This is an optimization exercise on Yosys and OpenROAD, whose aim is small area, not a production implementation.
The RTL was checked by simulation tests, not by an equivalence proof against the original design.
No activity file was given, so power comes from the tool's default toggle rates.

==> flow/design.v <==
module optommp_parser (
    input  wire        clk,
    input  wire        rst,
    input  wire        req_valid,
    input  wire        req_write,
    input  wire        req_space,
    input  wire        req_size,
    input  wire [7:0]  req_addr,
    input  wire [31:0] req_wdata,
    output reg         rsp_valid,
    output reg  [31:0] rsp_rdata,
    output reg         rsp_err,
    output wire        irq
);
    localparam [31:0] BUF_CAP = 32'd64;
    localparam [31:0] ID_VALUE = 32'h4F4D4D50;
    localparam [7:0] A_CMD = 8'h00, A_STATUS = 8'h04, A_CTRL = 8'h08, A_BUF_LEN = 8'h0C,
                     A_ORC_OFF = 8'h10, A_MATCH_RES = 8'h14, A_MSGLEN_RES = 8'h18,
                     A_SUMMARY = 8'h1C, A_SUM_DEST_OFF = 8'h20, A_FIELD_COUNT = 8'h24,
                     A_CURSOR = 8'h28, A_DLEN_RD = 8'h2C, A_BLK_START = 8'h30,
                     A_BLK_INFO = 8'h34, A_BLK_COUNTS = 8'h38, A_VIEW_SEL = 8'h3C,
                     A_VIEW_DATA = 8'h40, A_ID = 8'h44;
    localparam [3:0] E_BADCMD = 4'h1, E_BUSY = 4'h2, E_ORC_SHORT = 4'h3,
                     E_BUFLEN = 4'h4, E_VIEW = 4'h5;
    localparam [2:0] PH_IDLE = 3'd0, PH_EXEC = 3'd1, PH_GATE = 3'd2, PH_HDR = 3'd3,
                     PH_BODY = 3'd4, PH_FINISH = 3'd5;
    localparam [3:0] K_DEST_ID = 4'd1, K_BOOT_ID = 4'd2, K_TLABEL = 4'd3, K_TCODE = 4'd4,
                     K_DEST_OFFSET = 4'd6, K_RCODE = 4'd8, K_DATA_LENGTH = 4'd9,
                     K_DATA_BLOCK = 4'd10;
    reg [511:0] bufm;                
    reg         busy, done, err;
    reg [3:0]   last_op, errcode;
    reg         irq_en;
    reg [31:0]  buf_len, orc_off;
    reg         match_res;
    reg [31:0]  msglen_res;
    reg         sum_valid, has_type, tcode_rsvd, has_dest;
    reg [3:0]   sum_tcode;
    reg [31:0]  sum_dest_off;
    reg [3:0]   field_count;
    reg [31:0]  cursor;
    reg [15:0]  dlen_rd;
    reg [31:0]  blk_start;
    reg         blk_valid;
    reg [15:0]  blk_len;
    reg         view_mode;
    reg [15:0]  view_index;
    reg [31:0]  view_data;
    reg [31:0]  slot_kind;
    reg [255:0] slot_start;
    reg [255:0] slot_len;
    reg [255:0] slot_value;
    reg [2:0]   phase;
    reg [3:0]   op_r;
    reg [2:0]   upc, prog;
    reg         detail_r;
    reg [31:0]  cur;
    reg [15:0]  dlen;
    integer i;
    function [7:0] rd8;
        input [511:0] b;
        input [31:0]  a;
        begin
            rd8 = b[{a[5:0], 3'b000} +: 8];
        end
    endfunction
    function [15:0] rd16;
        input [511:0] b;
        input [31:0]  a;
        begin
            rd16 = {rd8(b, a), rd8(b, a + 32'd1)};
        end
    endfunction
    function [31:0] rd32;
        input [511:0] b;
        input [31:0]  a;
        begin
            rd32 = {rd8(b, a), rd8(b, a + 32'd1), rd8(b, a + 32'd2), rd8(b, a + 32'd3)};
        end
    endfunction
    function [7:0] rom;
        input [2:0] p;
        input [2:0] u;
        begin
            rom = 8'h00;
            case (p)
                3'd0: case (u) 3'd0: rom = 8'h25; 3'd1: rom = 8'h60; 3'd2: rom = 8'h37; default: rom = 8'h00; endcase
                3'd1: case (u) 3'd0: rom = 8'h25; 3'd1: rom = 8'h60; 3'd2: rom = 8'h70; 3'd3: rom = 8'h52;
                               3'd4: rom = 8'h80; default: rom = 8'h00; endcase
                3'd2: case (u) 3'd0: rom = 8'h25; 3'd1: rom = 8'h40; default: rom = 8'h00; endcase
                3'd3: rom = 8'h00;
                3'd4: case (u) 3'd0: rom = 8'h25; 3'd1: rom = 8'h60; default: rom = 8'h00; endcase
                3'd5: case (u) 3'd0: rom = 8'h25; 3'd1: rom = 8'h60; 3'd2: rom = 8'h70; default: rom = 8'h00; endcase
                3'd6: case (u) 3'd0: rom = 8'h25; 3'd1: rom = 8'h40; 3'd2: rom = 8'h55; 3'd3: rom = 8'h37;
                               default: rom = 8'h00; endcase
                3'd7: case (u) 3'd0: rom = 8'h25; 3'd1: rom = 8'h40; 3'd2: rom = 8'h55; 3'd3: rom = 8'h70;
                               3'd4: rom = 8'h52; 3'd5: rom = 8'h80; default: rom = 8'h00; endcase
            endcase
        end
    endfunction
    wire [7:0] a = req_addr;
    reg reg_mapped;
    always @(*) begin
        case (a)
            A_CMD, A_STATUS, A_CTRL, A_BUF_LEN, A_ORC_OFF, A_MATCH_RES, A_MSGLEN_RES,
            A_SUMMARY, A_SUM_DEST_OFF, A_FIELD_COUNT, A_CURSOR, A_DLEN_RD, A_BLK_START,
            A_BLK_INFO, A_BLK_COUNTS, A_VIEW_SEL, A_VIEW_DATA, A_ID: reg_mapped = 1'b1;
            default: reg_mapped = (a >= 8'h80) && (a[1:0] == 2'b00);
        endcase
    end
    wire reg_ok = req_size && (a[1:0] == 2'b00) && reg_mapped;
    wire buf_ok = req_size ? ((a[1:0] == 2'b00) && ({24'd0, a} + 32'd4 <= BUF_CAP))
                           : ({24'd0, a} < BUF_CAP);
    wire admitted = req_space ? buf_ok : reg_ok;
    wire acc     = req_valid && admitted;
    wire wr      = acc && req_write;
    wire reg_wr  = wr && !req_space;
    wire buf_wr  = wr && req_space;
    reg [31:0] reg_rdata;
    always @(*) begin
        reg_rdata = 32'd0;
        if (a >= 8'h80) begin
            case (a[3:2])
                2'd0: reg_rdata = {28'd0, slot_kind[{a[6:4], 2'b00} +: 4]};
                2'd1: reg_rdata = slot_start[{a[6:4], 5'b00000} +: 32];
                2'd2: reg_rdata = slot_len[{a[6:4], 5'b00000} +: 32];
                2'd3: reg_rdata = slot_value[{a[6:4], 5'b00000} +: 32];
            endcase
        end else begin
            case (a)
                A_STATUS:       reg_rdata = {20'd0, errcode, last_op, 1'b0, err, done, busy};
                A_CTRL:         reg_rdata = {31'd0, irq_en};
                A_BUF_LEN:      reg_rdata = buf_len;
                A_ORC_OFF:      reg_rdata = orc_off;
                A_MATCH_RES:    reg_rdata = {31'd0, match_res};
                A_MSGLEN_RES:   reg_rdata = msglen_res;
                A_SUMMARY:      reg_rdata = {24'd0, sum_tcode, has_dest, tcode_rsvd, has_type, sum_valid};
                A_SUM_DEST_OFF: reg_rdata = sum_dest_off;
                A_FIELD_COUNT:  reg_rdata = {28'd0, field_count};
                A_CURSOR:       reg_rdata = cursor;
                A_DLEN_RD:      reg_rdata = {16'd0, dlen_rd};
                A_BLK_START:    reg_rdata = blk_start;
                A_BLK_INFO:     reg_rdata = {blk_valid, 15'd0, blk_len};
                A_BLK_COUNTS:   reg_rdata = {2'd0, blk_len[15:2], blk_len};
                A_VIEW_SEL:     reg_rdata = {view_mode, 15'd0, view_index};
                A_VIEW_DATA:    reg_rdata = view_data;
                A_ID:           reg_rdata = ID_VALUE;
                default:        reg_rdata = 32'd0;
            endcase
        end
    end
    wire [31:0] buf_rdata = req_size ? rd32(bufm, {24'd0, a}) : {24'd0, rd8(bufm, {24'd0, a})};
    wire [31:0] hdr_word  = rd32(bufm, 32'd0);
    wire        sig_tc_ok = (hdr_word[7:4] <= 4'd7) && (hdr_word[7:4] != 4'd3);
    wire        sig       = (buf_len >= 32'd4) && ((hdr_word & 32'hFFFF030F) == 32'd0) && sig_tc_ok;
    wire        orc_ok    = (orc_off <= buf_len) && (buf_len - orc_off >= 32'd4);
    wire [31:0] orc_avail = buf_len - orc_off;
    wire [7:0]  orc_b3    = rd8(bufm, orc_off + 32'd3);
    wire [3:0]  orc_t     = orc_b3[7:4];
    reg  [31:0] orc_base;
    always @(*) begin
        case (orc_t)
            4'd0, 4'd1, 4'd5, 4'd6, 4'd7: orc_base = 32'd16;
            4'd2, 4'd4:                   orc_base = 32'd12;
            default:                      orc_base = 32'd8;
        endcase
    end
    wire [31:0] orc_result = ((orc_t == 4'd1 || orc_t == 4'd7) && orc_avail >= 32'd14)
                             ? orc_base + {16'd0, rd16(bufm, orc_off + 32'd12)}
                             : orc_base;
    wire [15:0] hdr_d    = hdr_word[31:16];
    wire [3:0]  hdr_t    = hdr_word[7:4];
    wire        hdr_rsvd = (hdr_t == 4'd3) || (hdr_t >= 4'd8);
    wire [7:0]  uop     = rom(prog, upc);
    wire [3:0]  uop_opc = uop[7:4];
    wire [3:0]  uop_arg = uop[3:0];
    wire [31:0] cur2    = cur + 32'd2;
    wire [7:0]  cur_b   = rd8(bufm, cur);
    reg         emit;            
    reg [3:0]   emit_kind;
    reg [31:0]  emit_start, emit_len, emit_value;
    reg [31:0]  cur_next;
    always @(*) begin
        emit       = 1'b0;
        emit_kind  = 4'd0;
        emit_start = cur;
        emit_len   = 32'd0;
        emit_value = 32'd0;
        cur_next   = cur;
        case (uop_opc)
            4'h2: begin                                    
                emit       = (buf_len >= cur + 32'd2);
                emit_kind  = uop_arg;
                emit_len   = 32'd2;
                emit_value = {16'd0, rd16(bufm, cur)};
                cur_next   = cur + 32'd2;
            end
            4'h3: begin                                    
                emit       = (buf_len >= cur + 32'd4);
                emit_kind  = uop_arg;
                emit_len   = 32'd4;
                emit_value = rd32(bufm, cur);
                cur_next   = cur + 32'd4;
            end
            4'h4: begin                                    
                emit       = (buf_len >= cur + 32'd1);
                emit_kind  = K_RCODE;
                emit_len   = 32'd1;
                emit_value = {28'd0, cur_b[7:4]};
                cur_next   = cur + 32'd1;
            end
            4'h5: begin                                    
                cur_next   = cur + {28'd0, uop_arg};
            end
            4'h6: begin                                    
                emit       = (buf_len >= cur2 + 32'd4);
                emit_kind  = K_DEST_OFFSET;
                emit_start = cur2;
                emit_len   = 32'd4;
                emit_value = rd32(bufm, cur2);
                cur_next   = cur + 32'd6;
            end
            4'h7: begin                                    
                emit       = (buf_len >= cur + 32'd2);
                emit_kind  = K_DATA_LENGTH;
                emit_len   = 32'd2;
                emit_value = {16'd0, rd16(bufm, cur)};
                cur_next   = cur + 32'd2;
            end
            4'h8: begin                                    
                emit       = (buf_len >= cur + {16'd0, dlen});
                emit_kind  = K_DATA_BLOCK;
                emit_len   = {16'd0, dlen};
                emit_value = {16'd0, dlen};
            end
            default: ;                                     
        endcase
    end
    wire        vw_mode  = req_wdata[31];
    wire [15:0] vw_index = req_wdata[15:0];
    wire        view_hit = blk_valid && (vw_mode ? (vw_index < blk_len) : (vw_index < {2'd0, blk_len[15:2]}));
    wire [31:0] vw_data  = vw_mode ? {24'd0, rd8(bufm, blk_start + {16'd0, vw_index})}
                                   : rd32(bufm, blk_start + {14'd0, vw_index, 2'b00});
    reg        raise_host;
    reg [3:0]  raise_host_code;
    always @(*) begin
        raise_host = 1'b0;
        raise_host_code = 4'd0;
        if (wr) begin
            if (req_space) begin
                if (busy) begin raise_host = 1'b1; raise_host_code = E_BUSY; end
            end else begin
                case (a)
                    A_CMD: begin
                        if (busy) begin raise_host = 1'b1; raise_host_code = E_BUSY; end
                        else if (req_wdata[3:0] == 4'd0 || req_wdata[3:0] > 4'd3) begin
                            raise_host = 1'b1; raise_host_code = E_BADCMD;
                        end
                    end
                    A_BUF_LEN: begin
                        if (busy) begin raise_host = 1'b1; raise_host_code = E_BUSY; end
                        else if (req_wdata > BUF_CAP) begin raise_host = 1'b1; raise_host_code = E_BUFLEN; end
                    end
                    A_ORC_OFF: begin
                        if (busy) begin raise_host = 1'b1; raise_host_code = E_BUSY; end
                    end
                    A_VIEW_SEL: begin
                        if (busy) begin raise_host = 1'b1; raise_host_code = E_BUSY; end
                        else if (!view_hit) begin raise_host = 1'b1; raise_host_code = E_VIEW; end
                    end
                    default: ;
                endcase
            end
        end
    end
    wire raise_eng = (phase == PH_EXEC) && (op_r == 4'd2) && !orc_ok;
    reg        n_err;
    reg [3:0]  n_errcode;
    always @(*) begin
        n_err = err;
        n_errcode = errcode;
        if (reg_wr && a == A_STATUS && req_wdata[2]) begin
            n_err = 1'b0;
            n_errcode = 4'd0;
        end
        if (raise_host) begin
            if (!n_err) n_errcode = raise_host_code;
            n_err = 1'b1;
        end
        if (raise_eng) begin
            if (!n_err) n_errcode = E_ORC_SHORT;
            n_err = 1'b1;
        end
    end
    wire start_cmd = reg_wr && (a == A_CMD) && !busy && (req_wdata[3:0] >= 4'd1) && (req_wdata[3:0] <= 4'd3);
    assign irq = irq_en && (done || err);
    always @(posedge clk) begin
        if (!rst && buf_wr && !busy) begin
            if (req_size) begin
                bufm[{a[5:0], 3'b000} +: 8]        <= req_wdata[31:24];
                bufm[{a[5:0] + 6'd1, 3'b000} +: 8] <= req_wdata[23:16];
                bufm[{a[5:0] + 6'd2, 3'b000} +: 8] <= req_wdata[15:8];
                bufm[{a[5:0] + 6'd3, 3'b000} +: 8] <= req_wdata[7:0];
            end else begin
                bufm[{a[5:0], 3'b000} +: 8]        <= req_wdata[7:0];
            end
        end
    end
    always @(posedge clk) begin
        if (rst) begin
            rsp_valid <= 1'b0;
            rsp_rdata <= 32'd0;
            rsp_err   <= 1'b0;
            busy <= 1'b0; done <= 1'b0; err <= 1'b0;
            last_op <= 4'd0; errcode <= 4'd0;
            irq_en <= 1'b0;
            buf_len <= 32'd0; orc_off <= 32'd0;
            match_res <= 1'b0; msglen_res <= 32'd0;
            sum_valid <= 1'b0; has_type <= 1'b0; tcode_rsvd <= 1'b0; has_dest <= 1'b0;
            sum_tcode <= 4'd0; sum_dest_off <= 32'd0;
            field_count <= 4'd0; cursor <= 32'd0; dlen_rd <= 16'd0;
            blk_start <= 32'd0; blk_valid <= 1'b0; blk_len <= 16'd0;
            view_mode <= 1'b0; view_index <= 16'd0; view_data <= 32'd0;
            slot_kind <= 32'd0; slot_start <= 256'd0; slot_len <= 256'd0; slot_value <= 256'd0;
            phase <= PH_IDLE; op_r <= 4'd0; upc <= 3'd0; prog <= 3'd0;
            detail_r <= 1'b0; cur <= 32'd0; dlen <= 16'd0;
        end else begin
            rsp_valid <= req_valid;
            rsp_err   <= req_valid && !admitted;
            if (acc && !req_write)
                rsp_rdata <= req_space ? buf_rdata : reg_rdata;
            else
                rsp_rdata <= 32'd0;
            err     <= n_err;
            errcode <= n_errcode;
            if (reg_wr && a == A_STATUS && req_wdata[1])
                done <= 1'b0;
            if (reg_wr && a == A_CTRL)
                irq_en <= req_wdata[0];
            if (buf_wr && !busy)
                blk_valid <= 1'b0;
            if (reg_wr && a == A_BUF_LEN && !busy && req_wdata <= BUF_CAP) begin
                buf_len   <= req_wdata;
                blk_valid <= 1'b0;
            end
            if (reg_wr && a == A_ORC_OFF && !busy)
                orc_off <= req_wdata;
            if (reg_wr && a == A_VIEW_SEL && !busy) begin
                view_mode  <= vw_mode;
                view_index <= vw_index;
                view_data  <= view_hit ? vw_data : 32'd0;
            end
            if (start_cmd) begin
                busy    <= 1'b1;
                done    <= 1'b0;
                last_op <= req_wdata[3:0];
                op_r    <= req_wdata[3:0];
                if (req_wdata[3:0] == 4'd3) begin
                    detail_r <= req_wdata[4];
                    cur <= 32'd0; dlen <= 16'd0; upc <= 3'd0; prog <= 3'd0;
                    field_count <= 4'd0;
                    slot_kind <= 32'd0; slot_start <= 256'd0; slot_len <= 256'd0; slot_value <= 256'd0;
                    sum_valid <= 1'b0; has_type <= 1'b0; tcode_rsvd <= 1'b0; has_dest <= 1'b0;
                    sum_tcode <= 4'd0; sum_dest_off <= 32'd0;
                    blk_start <= 32'd0; blk_valid <= 1'b0; blk_len <= 16'd0;
                    view_data <= 32'd0;
                    phase <= PH_GATE;
                end else begin
                    phase <= PH_EXEC;
                end
            end
            case (phase)
                PH_EXEC: begin
                    if (op_r == 4'd1)
                        match_res <= sig;
                    else if (orc_ok)
                        msglen_res <= orc_result;
                    phase <= PH_FINISH;
                end
                PH_GATE: begin
                    sum_valid <= 1'b1;
                    phase <= (buf_len < 32'd12) ? PH_FINISH : PH_HDR;
                end
                PH_HDR: begin
                    if (detail_r) begin
                        slot_kind[3:0]     <= hdr_d[15] ? K_BOOT_ID : K_DEST_ID;
                        slot_start[31:0]   <= 32'd0;
                        slot_len[31:0]     <= 32'd2;
                        slot_value[31:0]   <= {17'd0, hdr_d[14:0]};
                        slot_kind[7:4]     <= K_TLABEL;
                        slot_start[63:32]  <= 32'd2;
                        slot_len[63:32]    <= 32'd1;
                        slot_value[63:32]  <= {26'd0, hdr_word[15:10]};
                        slot_kind[11:8]    <= K_TCODE;
                        slot_start[95:64]  <= 32'd3;
                        slot_len[95:64]    <= 32'd1;
                        slot_value[95:64]  <= {28'd0, hdr_t};
                        field_count        <= 4'd3;
                    end
                    cur        <= 32'd4;
                    has_type   <= 1'b1;
                    sum_tcode  <= hdr_t;
                    tcode_rsvd <= hdr_rsvd;
                    if (hdr_t == 4'd0 || hdr_t == 4'd1 || hdr_t == 4'd4 || hdr_t == 4'd5) begin
                        has_dest     <= 1'b1;
                        sum_dest_off <= rd32(bufm, 32'd8);
                    end
                    prog  <= hdr_rsvd ? 3'd3 : hdr_t[2:0];
                    upc   <= 3'd0;
                    phase <= PH_BODY;
                end
                PH_BODY: begin
                    if (uop_opc == 4'h0) begin
                        phase <= PH_FINISH;
                    end else begin
                        upc <= upc + 3'd1;
                        cur <= cur_next;
                    end
                    if (uop_opc == 4'h7)
                        dlen <= emit ? emit_value[15:0] : 16'd0;
                    if (emit && detail_r) begin
                        for (i = 0; i < 8; i = i + 1) begin
                            if (field_count == i) begin
                                slot_kind[4*i +: 4]   <= emit_kind;
                                slot_start[32*i +: 32] <= emit_start;
                                slot_len[32*i +: 32]   <= emit_len;
                                slot_value[32*i +: 32] <= emit_value;
                            end
                        end
                        field_count <= field_count + 4'd1;
                        if (uop_opc == 4'h8) begin
                            blk_start <= cur;
                            blk_len   <= dlen;
                            blk_valid <= 1'b1;
                        end
                    end
                end
                PH_FINISH: begin
                    if (op_r == 4'd3) begin
                        cursor  <= cur;
                        dlen_rd <= dlen;
                    end
                    busy  <= 1'b0;
                    done  <= 1'b1;
                    phase <= PH_IDLE;
                end
                default: ;
            endcase
        end
    end
endmodule
==> flow/run.sh <==
#!/bin/bash
# synth_recipe.tcl (not shown) runs the flow's synth.tcl, then flattens the netlist and writes it again
# the make line also repeats each setting of config.mk as NAME=value (left out here)
make -C /OpenROAD-flow-scripts/flow DESIGN_CONFIG=/design/flow/config.mk WORK_HOME=/design/flow/orfs CLKGATE_MAP_FILE= SYNTH_SCRIPT=/design/flow/synth_recipe.tcl finish
==> flow/config.mk <==
export PLATFORM = sky130hd
export DESIGN_NAME = optommp_parser
export DESIGN_NICKNAME = optommp_parser
export VERILOG_FILES = /design/flow/design.v
export SDC_FILE = /design/flow/constraint.sdc
export NUM_CORES = 8
export LEC_CHECK = 0
export CAP_MARGIN = 40
export CORE_MARGIN = 2
export CORE_UTILIZATION = 25
export PLACE_DENSITY = 0.35
export SLEW_MARGIN = 40
==> flow/constraint.sdc <==
create_clock -name core_clock -period 12.0 [get_ports {clk}]
set_input_delay 2.4000 -clock core_clock [delete_from_list [all_inputs] [get_ports {clk}]]
set_output_delay 2.4000 -clock core_clock [all_outputs]
set_load 0.01 [all_outputs]
==> flow_summary.json <==
{
  "status": "timing/DRC/antenna clean",
  "die_h_um": 833,
  "grt.met1_usage_pct": 43.8,
  "critPathKind": "reg -> reg",
  "cp_top_family": "simple AND/OR/NAND/NOR gates",
  "fp-row-count": 304,
  "ant_nets": 0,
  "crit_buf_inv": 2,
  "cts_tree": "yes",
  "cts-root-buf": "clkbuf_16",
  "p_per_area_nw_per_um2": 107,
  "setup_ws_ns": 2.77,
  "crit_top_cell": "nand2_1",
  "hold_class": "reg -> reg",
  "synth-async-reset-ratio_pct": 0,
  "worstSkewPairLatency_ns": 1.08,
  "path_cells": "ha_1 > nand3_1 > nor3_1 > nand2_1 > nor2_1 > nand2_1 > xnor2_1 > ha_1 > nand4_1 > nor4_1 > nand2_1 > a221oi_1 > a211oi_1 > o211ai_1 > buf_4 > o311a_1 > and3b_2 > nand2_4 > buf_4 > nor2_1 > a22o_1",
  "drt-wirelength-per-cell_um": 47.9,
  "final_cells": 27781,
  "grt_pass1_wl_um": 1720000,
  "dp_hpwl_um": 935000,
  "die-area_um2": 694000,
  "ff2ff_path_depth": 21,
  "syn-num-nets": 19367,
  "peakVddDrop_uv": 140,
  "max-clock-path-buffers": 4,
  "yosysWarnings": 1,
  "synth_top_cell_area_share_pct": 26.6,
  "cts_made_buffers": 232,
  "firstDrtPassIters": 8,
  "grt_overflow": 0,
  "synth.ff_latch_count": 1688,
  "crit_path_end_kind": "flip-flop",
  "cts_setup_buffers": 0,
  "rsz0062_at_grt": "no",
  "grt_pass1_vias": 168799,
  "cts_resized": 0,
  "tns_ns": 0,
  "drcViolationCount": 0,
  "required_ns": 12.97,
  "grt_use_total_pct": 36.6,
  "syn_inst": 19027,
  "viasPerCell": 6.79,
  "setup_viol": 0,
  "holdWs_ns": 0.446,
  "use_met3_pct": 12.8,
  "drv_cap": 0,
  "min_period_over_period_pct": 76.9,
  "yosysTopAreaCell": "mux4_2",
  "postLayoutCoreUtil_pct": 28.8,
  "cts_sinks": 1688,
  "synth_ff_type": "dfxtp_1",
  "top_usage_layer": "met2",
  "worstPathArrival_ns": 10.19,
  "fillers": 72360,
  "ys_top_cells_by_count": "2326 x nor2_1, 2061 x clkbuf_1, 2028 x mux4_2",
  "holdBufCountCts": 0,
  "dp_cells": 27097,
  "drt_iter0_markers": 33049,
  "fin_skew_ns": 0.119,
  "synth.area.top_cells": "mux4_2 27%, dfxtp_1 14%, edfxtp_1 8.9%",
  "pre_cts_slack_ns": 2.90,
  "min_path_cells": 2,
  "gp_congestion": 1.03,
  "synth_edf_count": 512,
  "fmax_mhz": 108,
  "nets": 18514,
  "vias": 188525,
  "portBuffers": 80,
  "period_needed_ns": 9.23,
  "antenna_found_initial": 260,
  "yosysMostFrequentCell": "nor2_1",
  "slew_viol_final": 0,
  "grt_max_degree": 194,
  "crit_path_max_incr_delay_ns": 0.73,
  "routed_wl_um": 1330000,
  "ios": 81,
  "ys_types": 106,
  "clk_pin_slew_ns": 0.06,
  "htreeDepth": 4,
  "maxSlewHeadroom_pct": 25.7,
  "cp_max_fo": 57,
  "grtUsageMet2_pct": 52.2,
  "core_um2": 685000,
  "cp_slowest_cell": "and3b_2",
  "start_util_pct": 25.1,
  "drive_gt1_share_pct": 24.9,
  "critical_path_depth": 21,
  "tightest_slew_ns": 1.11,
  "syn_avg_cell_area_um2": 9.03,
  "hold_viol": 0,
  "area_delta_synth_final_pct": 14.7,
  "critPathLaunchType": "flip-flop",
  "leakage_nw": 63.4,
  "synth-seq-area-share_pct": 22.7,
  "syn_area_um2": 172000,
  "die_x_um": 833
}
tightest hold or removal path: stages, from the launching register on:
cell	delay, ns
dfxtp_1	0.30
nand2_1	0.05
o21ai_1	0.05
cell type report:
type                    instances  area, um2  share of cell area, %
multi-input cells           14678     126000                   63.9
flip-flops and latches       1688      39000                   19.8
repair buffers               1423      11800                   5.98
well taps                    9180      11500                   5.83
clock buffers                 323       6610                   3.35
clock inverters               108       1190                  0.605
inverters                     151        579                  0.294
diodes                        230        576                  0.292
worst paths after layout:
path	from	endpoint	slack, ns
max	cur[2]$_SDFFE_PP0P_	slot_value[225]$_SDFF_PP0_	2.77
min	slot_start[187]$_SDFF_PP0_	slot_start[187]$_SDFF_PP0_	0.45
max reg2reg	cur[2]$_SDFFE_PP0P_	slot_value[225]$_SDFF_PP0_	2.77
min reg2reg	slot_start[187]$_SDFF_PP0_	slot_start[187]$_SDFF_PP0_	0.45
sequential cells by signal, summed over array words and instances (netlist names), 256 cells and up:
name and cells:
slot_value 256, slot_start 256, slot_len 256, bufm 512
metrics by stage:
stage / total power (W) / instance area [um2]
2_1_floorplan: 0.00969 / 172000
3_3_place_gp: 0.0133 / 186000
3_5_place_dp: 0.0133 / 188000
4_1_cts: 0.0208 / 196000
5_1_grt: 0.0213 / 197000
6_report: 0.0212 / 197000
power by group:
part           switching (W)  internal, W  total, W  leakage (nW)
Combinational        0.00556      0.00221   0.00777          45.5
Sequential         0.0000333      0.00589   0.00593          14.1
Clock                0.00328      0.00419   0.00748          3.85
Total                0.00888       0.0123    0.0212          63.4
cells in the final DEF (no fill, tap or decap), types with 41 or more instances in the layout:
cell type / netlist / routed
edfxtp_1: 512 / 512
o21ai_0: 648 / 612
nor2_2: 0 / 110
a32oi_1: 71 / 71
diode_2: 0 / 230
nor2b_1: 454 / 447
o221ai_1: 88 / 87
nand4_1: 84 / 84
xor2_1: 97 / 77
mux4_2: 2028 / 2028
clkinv_2: 0 / 55
a21oi_1: 1852 / 1832
and3_1: 155 / 153
mux2_2: 132 / 131
a22oi_1: 478 / 474
dfxtp_1: 1176 / 1156
nand2_1: 1418 / 1364
a221oi_1: 123 / 117
nand3_1: 311 / 298
ha_1: 288 / 277
o221a_2: 48 / 48
inv_1: 140 / 135
nor2_4: 0 / 76
o22ai_1: 494 / 489
buf_12: 2 / 43
o211ai_1: 122 / 122
xnor2_1: 173 / 125
clkdlybuf4s50_1: 0 / 45
nand2_2: 0 / 41
clkbuf_1: 2061 / 49
a211oi_1: 644 / 632
nor2_1: 2326 / 2140
buf_4: 18 / 1256
and2_1: 163 / 143
a21o_1: 96 / 96
mux2i_1: 979 / 971
clkbuf_16: 0 / 236
nor3_1: 260 / 235
a31oi_1: 505 / 502
buf_6: 10 / 44
metal layers:
layer / up-vias / wire length, um
met5: - / 775
met4: 66 / 143000
met3: 4387 / 159000
met2: 15601 / 546000
met1: 96396 / 482000
li1: 72075 / -
logic make-up after synthesis:
| kind of cell | count (synthesis) | share of synthesized area, % |
|---|---|---|
| AOI/OAI and AO/OA | 5608 | 20.8 |
| and+or+nand+nor | 5360 | 13.7 |
| muxes | 3142 | 33.2 |
| buffers and inverters | 2661 | 6.02 |
| DFF | 1688 | 22.7 |
| adders and majority gates | 294 | 2.17 |
| xor gates and xnor gates | 274 | 1.41 |

static timing again, ports no longer ideal:
How much do the figures lean on ideal ports? The routed layout below was timed once more, with nothing changed but the port constraints.
Step 1 assumes that a clkbuf_16 drives the clock port and a buf_2 every other input.
Step 2 adds t to the input delays and takes it off the output delays; t is the mean of the earliest and latest rising clock arrival at the registers after step 1. Input paths then give back, and output paths get back, about the clock's delay inside the block.
Slacks: no drivers / after step 1 / after step 2; pairs: no drivers / after step 1.
shift t [ns]: 1.177
setup slack, ns: 2.771 / 2.771 / 2.771
hold WS [ns]: 0.446 / 0.446 / 0.446
After both steps setup and hold are still met in this run. For this run, drivers alone change the setup slack by 0.000 ns; drivers and shift together by 0.000 ns.
